What follows belongs to an exercise in optimizing a design on an open flow for small area, a short achievable clock period and few clock cycles; a production flow would make more cautious choices.
RTL that was checked went through simulation tests only; none was proved equivalent to the original.

// hid_rx
module hid_rx (
    input  wire        clk,
    input  wire        rst,
    input  wire        in_valid,
    output wire        in_ready,
    input  wire [1:0]  in_class,      
    input  wire [7:0]  in_len,
    input  wire [63:0] in_data,       
    input  wire        hs_we,
    input  wire [2:0]  hs_id,
    input  wire        hs_en,
    output reg         res_valid,
    output reg  [7:0]  res_code,
    output reg  [47:0] res_data,
    output reg         ev_valid,
    input  wire        ev_ready,
    output reg  [2:0]  ev_id,
    output reg         ev_t,
    output reg         ev_deliver,
    output reg  [7:0]  kbd_lastkey,
    output reg         kbd_pressed,
    output reg  [15:0] ptr_x,
    output reg  [15:0] ptr_y,
    output reg         ptr_primary,
    output reg  [9:0]  btn_prev,
    output reg  [2:0]  drop_flags     
);
Settings: LEC_CHECK=0, CAP_MARGIN=20, CORE_MARGIN=2, CORE_UTILIZATION=55, SETUP_SLACK_MARGIN=2.2, SLEW_MARGIN=20, TNS_END_PERCENT=20; clock period 4.5 ns.
standard.sh (not shown) runs the stock make flow with config.mk's settings and CLKGATE_MAP_FILE= SYNTH_SCRIPT=/design/flow/synth_recipe.tcl, a recipe that flattens the netlist after the stock synthesis.
==> flow/flow/run.sh <==
#!/bin/bash
# The standard layout, with plain buf_1 cells as the port buffers
# (the resizer sizes them up where timing needs it).
set -euo pipefail
export BUFFER_PORTS_ARGS="-buffer_cell sky130_fd_sc_hd__buf_1"
bash standard.sh > standard_flow.log 2>&1
The baseline completed with no timing, DRC or antenna violations.
Testbench counts at the start, summed over its fixed seeds: cycles 16,385.
Change:
--- a/flow/design.v
+++ b/flow/design.v
@@ -298,52 +298,41 @@
     reg  [7:0]  r_b1;
     reg  [7:0]  r_b2;
     reg  [3:0]  r_b3;        
     reg  [47:0] r_kv;        
     reg  [5:0]  r_sel;
     reg  [2:0]  r_unrec;     
-    reg         r_push;      
     reg         r_c0z;
-    reg         r_hwe;
-    reg  [2:0]  r_hid;
-    reg         r_hen;
     always @(posedge clk) begin
         r_cls   <= in_class;
         r_short <= in_short;
         r_b0    <= b0[0];
         r_b1    <= in_data[15:8];
         r_b2    <= in_data[23:16];
         r_b3    <= in_data[31:28];
         r_kv    <= {kval[5], kval[4], kval[3], kval[2], kval[1], kval[0]};
         r_sel   <= ksel;
         r_unrec <= {|(knz[5:4] & ~krec[5:4]), |(knz[3:2] & ~krec[3:2]), |(knz[1:0] & ~krec[1:0])};
         r_c0z   <= ~knz[0];
-        r_hid   <= hs_id;
-        r_hen   <= hs_en;
         if (rst) begin
             r_v    <= 1'b0;
-            r_hwe  <= 1'b0;
-            r_push <= 1'b0;
         end else begin
             r_v    <= accept;
-            r_hwe  <= hs_we;
-            r_push <= in_push;
         end
     end
     wire is_kbd = r_v && (r_cls == CLS_KBD) && !r_short;
     wire is_ptr = r_v && (r_cls == CLS_PTR) && !r_short;
     wire is_gen = r_v && (r_cls == CLS_GEN) && !r_short;
     wire [9:0] gbits   = {r_b3[3], r_b3[0], r_b3[1], r_b3[2], r_b2[5:0]};
-    wire [7:0] changed = gbits[7:0] ^ btn_prev[7:0];
-    wire       push    = r_push;
     wire       r_any   = |r_sel;
     wire       unrec   = |r_unrec;
     wire [7:0] in_bits = {in_data[28], in_data[29], in_data[30], in_data[21:16]};
     wire [7:0] in_prev = is_gen ? gbits[7:0] : btn_prev[7:0];
+    wire [7:0] in_chg  = in_bits ^ in_prev;
     wire       in_push = accept && (in_class == CLS_GEN) && (in_len[7:2] != 6'd0) &&
-                         (in_bits != in_prev);
+                         (in_chg != 8'd0);
     reg [7:0] klast;
     integer j;
     always @(*) begin
         klast = 8'd0;
         for (j = 0; j < 6; j = j + 1)
             klast = klast | (r_kv[8*j +: 8] & {8{r_sel[j]}});
@@ -379,14 +368,14 @@
             ptr_x       <= 16'd0;
             ptr_y       <= 16'd0;
             ptr_primary <= 1'b0;
             btn_prev    <= 10'd0;
             drop_flags  <= 3'd0;
         end else begin
-            if (r_hwe)
-                handlers[r_hid] <= r_hen;
+            if (hs_we)
+                handlers[hs_id] <= hs_en;
             res_valid <= r_v;
             if (r_v && r_cls == CLS_NONE)
                 drop_flags[1] <= 1'b1;
             if (r_v && r_cls != CLS_NONE && r_short)
                 drop_flags[0] <= 1'b1;
             if (is_kbd) begin
@@ -429,13 +418,13 @@
     wire pop    = w_take && h_v;
     wire [7:0] h_mask = ({8{q_hd[0]}} & q_mask[0]) | ({8{q_hd[1]}} & q_mask[1]) |
                         ({8{q_hd[2]}} & q_mask[2]);
     wire [7:0] h_dlv  = ({8{q_hd[0]}} & q_dlv[0]) | ({8{q_hd[1]}} & q_dlv[1]) |
                         ({8{q_hd[2]}} & q_dlv[2]);
     wire       h_one  = |(q_hd & q_one);
-    wire [2:0] q_v_n = (q_v & ~({3{pop}} & q_hd)) | ({3{push}} & q_tl);
+    wire [2:0] q_v_n = (q_v & ~({3{pop}} & q_hd)) | ({3{in_push}} & q_tl);
     function one8;
         input [7:0] m;
         integer b;
         reg seen, two;
         begin
             seen = 1'b0; two = 1'b0;
@@ -458,16 +447,15 @@
             ev_valid   <= 1'b0;
             ev_id      <= 3'd0;
             ev_t       <= 1'b0;
             ev_deliver <= 1'b0;
         end else begin
             q_v <= q_v_n;
-            if (push) q_tl <= {q_tl[1:0], q_tl[2]};
+            if (in_push) q_tl <= {q_tl[1:0], q_tl[2]};
             if (pop)  q_hd <= {q_hd[1:0], q_hd[2]};
-            rdy <= !(&q_v_n) &&
-                   !(in_push && ((q_v_n[0] & q_v_n[1]) | (q_v_n[0] & q_v_n[2]) | (q_v_n[1] & q_v_n[2])));
+            rdy <= !(&q_v_n);
             if (w_take)
                 w_v <= h_v;
             if (load) begin
                 ev_valid <= w_v;
                 if (w_v) begin
                     ev_id      <= w_id;
@@ -487,15 +475,15 @@
         end else if (load) begin
             w_mask <= w_rest;
             w_last <= w_two;
         end
         for (e = 0; e < 3; e = e + 1) begin
             if (q_tl[e] && !q_v[e]) begin
-                q_mask[e] <= changed;
+                q_mask[e] <= in_chg;
                 q_dlv[e]  <= handlers;
-                q_one[e]  <= one8(changed);
+                q_one[e]  <= one8(in_chg);
             end
         end
     end
 endmodule
 module hid_add8 (
     input  wire [7:0] a,
Outcome: The new run ran to the end with no violations. Wire length went up by 0.60%. Non-clock buffer count went up by 6. Cell area hardly moves. Area after synthesis went down by 1.4%. Setup slack got worse by 0.13 ns.
Function not checked in the second run of this note: the RTL went through the layout flow alone.

separate check: timing with driven ports:
How much do the figures lean on ideal ports? The routed layouts below were timed once more, with nothing changed but the port constraints.
Step 1 sets driving cells, clkbuf_16 on the clock port and buf_2 on the other inputs (assumed; they add their load-dependent delay and slew).
Step 2 adds t to the input delays and takes it off the output delays; t is the mean of the earliest and latest rising clock arrival at the registers after step 1. Input paths then give back, and output paths get back, about the clock's delay inside the block.
Three values: no drivers, after step 1, after step 2; two values: the first two.
run	t (ns)	slack for setup (ns)	latest minus earliest clock arrival (ns)	worst register clock-pin slew, ns	worst slew at a driven data input, ns
the first run	0.591	2.167 / 2.182 / 1.590	0.028 / 0.027	0.07 / 0.07	0.06
the second run	0.593	2.038 / 2.038 / 1.544	0.043 / 0.043	0.07 / 0.07	0.08
After both steps every run listed still meets setup and hold. The setup slack of the first run, which loses most, moves by +0.015 ns with the drivers and by -0.577 ns with both steps.
